From an optimization exercise on the open Yosys and OpenROAD flow, aimed at small area, a short achievable clock period and few clock cycles per item; shortcuts taken in it are not production practice. Function was checked by simulation only, so behaviour that the tests miss may differ from the original. Power figures rest on the tool's default switching activity, not on a simulated workload.

== lane 1 ==
// ate1_pixel_unit
module ate1_pixel_unit (
    input  wire        clk,
    input  wire        rst,         
    input  wire        in_valid,
    output wire        in_ready,
    input  wire [3:0]  in_op,
    input  wire [63:0] in_d,
    input  wire [63:0] in_s,
    input  wire [16:0] in_t,
    output reg         out_valid,
    input  wire        out_ready,
    output reg  [63:0] out_p
);
    localparam OP_ADD      = 4'd0;
    localparam OP_SUB      = 4'd1;
    localparam OP_MULC     = 4'd2;
    localparam OP_MIN      = 4'd3;
    localparam OP_MAX      = 4'd4;
    localparam OP_SETALPHA = 4'd5;
    localparam OP_PREALPHA = 4'd6;
    localparam OP_OVER     = 4'd7;
    localparam OP_MULTIPLY = 4'd8;
    localparam OP_SCREEN   = 4'd9;
    localparam OP_DARKEN   = 4'd10;
    localparam OP_LIGHTEN  = 4'd11;
    localparam OP_LERP     = 4'd12;
    localparam OP_INIT32   = 4'd13;
    localparam OP_TLERP    = 4'd14;
    localparam OP_TSEL     = 4'd15;
    localparam CW = 28;
    localparam A_ONES = 0, A_DC = 1, A_NDC = 2, A_DA = 3, A_NDA = 4, A_S17 = 5,
               A_BYTE = 6, A_K = 7;                                   
    localparam B_SC = 8, B_SR = 9, B_SA = 10, B_NSA = 11, B_K = 12, B_NK = 13,
               B_AA = 14;                                
    localparam D_DC = 16, D_SC = 17, D_DCSC = 18, D_DA = 19, D_MIN = 20,
               D_MAX = 21;                                            
    localparam C_RND = 22, C_SUB = 23, C_ACC = 24, C_DL = 25, C_LIGHT = 26,
               C_WRAP = 27;                                           
    function [CW-1:0] decode;
        input [3:0] op;
        input [1:0] pass;
        input       alpha;
        input       t15;
        input       t16;
        reg [CW-1:0] w;
        begin
            w = {CW{1'b0}};
  ...
For scale: about 6,800 cells after synthesis, ~220 I/O pins.
clock: 16.0 ns
lec_check: 0
cap_margin: 20
core_margin: 2
core_utilization: 45
cts_cluster_diameter: 200
cts_cluster_size: 20
slew_margin: 20
synth_hierarchical: 1
standard.sh (not shown) runs the stock make flow with config.mk's settings and CLKGATE_MAP_FILE= SYNTH_SCRIPT=/design/flow/synth_recipe.tcl, a recipe that flattens the netlist after the stock synthesis.
==> flow/flow/run.sh <==
#!/bin/bash
# Standard layout (bash standard.sh) with two changes to how it is made:
# - timing repair aims to leave flow/setup_margin ns of setup slack, so it
#   works towards a shorter period than the 16 ns clock (the SDC is unchanged);
# - the port buffers that buffer_ports inserts are buf_1 cells.
# The make output goes to flow_make.log; ORFS's own logs are under orfs/logs.
set -euo pipefail
export SETUP_SLACK_MARGIN=$(cat flow/setup_margin)
export BUFFER_PORTS_ARGS="-buffer_cell sky130_fd_sc_hd__buf_1"
bash standard.sh > flow_make.log 2>&1
==> flow/flow/setup_margin <==
10.7
Testbench counts of lane 1, summed over its fixed seeds: cycles 42,153, items 32,000.
> inputs changed (lane 1 -> lane 2)
==> flow/flow/setup_margin <==
10.8
## What came out
Final clock skew delta (lane 2 -> lane 1): insignificant
Lane 2 — antenna diode instance count 8 higher, lane 1 as reference
Lane 2 ended up with a higher worst setup slack than lane 1 did.
Looking at number of vias after detailed routing across lane 2 and lane 1, the one that comes out higher is lane 2.
p1_c[81] as the capturing instance or port of the critical path was reported by lane 2, and in_ready by lane 1.
[compare] base=lane 1 new=lane 2: fraction of final layout cells with drive strength greater than 1 went up; number of synthesized flops with an enable pin has remained practically unchanged; final layout net count has increased.
Relative to lane 2, the following input files were edited for lane 3:
Settings: CORE_UTILIZATION changed from 45 to 35.
==> flow/flow/run.sh <==
#!/bin/bash
# Standard layout (bash standard.sh) with two changes to how it is made:
# - timing repair aims to leave flow/setup_margin ns of setup slack, so it
#   works towards a shorter period than the 16 ns clock (the SDC is unchanged);
# - the port buffers that buffer_ports inserts are buf_2 cells.
# The make output goes to flow_make.log; ORFS's own logs are under orfs/logs.
set -euo pipefail
export SETUP_SLACK_MARGIN=$(cat flow/setup_margin)
export BUFFER_PORTS_ARGS="-buffer_cell sky130_fd_sc_hd__buf_2"
bash standard.sh > flow_make.log 2>&1
==> flow/flow/setup_margin <==
10.7
==> comparison <==
Lane 3 vs lane 2: fraction of final layout cells sized beyond drive strength 1 up
Lane 3 reports a higher cell count along the critical path than lane 2 does.
First-pass GRT wire length delta (lane 2 -> lane 3): insignificant
Between lane 3 and lane 2, the post-synthesis instance area does not differ in any meaningful way.
On row count: lane 3 sits above lane 2.
Lane 2 reports its worst setup path startpoint as ir_cw_rgb[3] while lane 3 reports p1_s[19].
Between lane 2 and lane 3, tapcell count is higher for lane 3, lane 2 comes in under that.
~same share of power burned in combinational logic in lane 2 and lane 3
Higher transition time at the pin with the least slew margin goes to lane 3 over lane 2.
The inputs of lane 4 differ from those of lane 3 as listed below.
Settings: CORE_UTILIZATION: 35 -> 55.
==> flow/flow/run.sh <==
#!/bin/bash
# Standard layout (bash standard.sh) with two changes to how it is made:
# - timing repair aims to leave flow/setup_margin ns of setup slack, so it
#   works towards a shorter period than the 16 ns clock (the SDC is unchanged);
# - the port buffers that buffer_ports inserts are buf_1 cells.
# The make output goes to flow_make.log; ORFS's own logs are under orfs/logs.
set -euo pipefail
export SETUP_SLACK_MARGIN=$(cat flow/setup_margin)
export BUFFER_PORTS_ARGS="-buffer_cell sky130_fd_sc_hd__buf_1"
bash standard.sh > flow_make.log 2>&1
[summary]
- Compared with lane 3, lane 4 shows a lower pre-CTS setup slack.
- In terms of worst hold slack, lane 3 and lane 4 differ only marginally.
- Share of the final layout cell area in multi-input gates: higher on lane 4
- The met1 routing resource usage after global routing in lane 4 was higher than what lane 3 gave.
- Comparing total cell area at the placement stage for lane 3 and lane 4, the bigger number came from lane 3.
- The standard cells in lane 4 occupy less silicon area than those in lane 3 do.
- Final core utilization in lane 4 is 22 points higher than in lane 3
- Critical path buffer and inverter count ends up lower on lane 4.
- Against lane 3 as the reference, lane 4 delivers a lower post-layout minimum cycle time.
> inputs changed (lane 4 -> lane 5)
Settings: putting GPL_ROUTABILITY_DRIVEN at 0 where nothing was set; swapping 55 for 45 in CORE_UTILIZATION; putting TNS_END_PERCENT at 50 where nothing was set.
==> flow/flow/setup_margin <==
10.8
==> results.txt <==
NOTE: tightest hold margin in lane 5 exceeds that of lane 4. Between lane 5 and lane 4, the cell leakage power does not differ in any meaningful way. Lane 5: sum of met3 wire segment lengths after detailed routing is about 20% higher than what lane 4 reported. Between lane 4 and lane 5, final cell count without fillers increased. Compared to lane 4, lane 5 has slew of the pin with the lowest slew margin 81 ps higher. Fraction of area in clock buffers and inverters: lane 5 vs lane 4, no meaningful difference.

==> afterwards: timing with drivers on the ports <==
How much do the figures lean on ideal ports? The routed layouts below were timed once more, with nothing changed but the port constraints. Step 1: set_driving_cell puts a clkbuf_16 on clk and a buf_2 on each other input, an assumption about the parent block. Step 2 times the ports against the registers' clock, not the clock port: input delays grow and output delays shrink by t, the midpoint of the rising clock arrivals with the driver on. Three values: ideal ports, drivers, drivers and shift; two values: the first two.
run | t (ns) | slack for setup (ns) | clock arrival spread, ns
lane 1 | 0.750 | 10.758 / 10.673 / 10.029 | 0.054 / 0.053
lane 2 | 0.755 | 10.858 / 10.824 / 10.069 | 0.052 / 0.052
lane 3 | 0.766 | 10.734 / 10.717 / 9.955 | 0.057 / 0.057
lane 4 | 0.743 | 10.799 / 10.737 / 9.994 | 0.043 / 0.042
lane 5 | 0.764 | 10.687 / 10.622 / 9.859 | 0.061 / 0.061
After both steps setup and hold are still met in every run listed. For lane 5, which loses most, drivers alone change the setup slack by -0.065 ns; drivers and shift together by -0.828 ns.
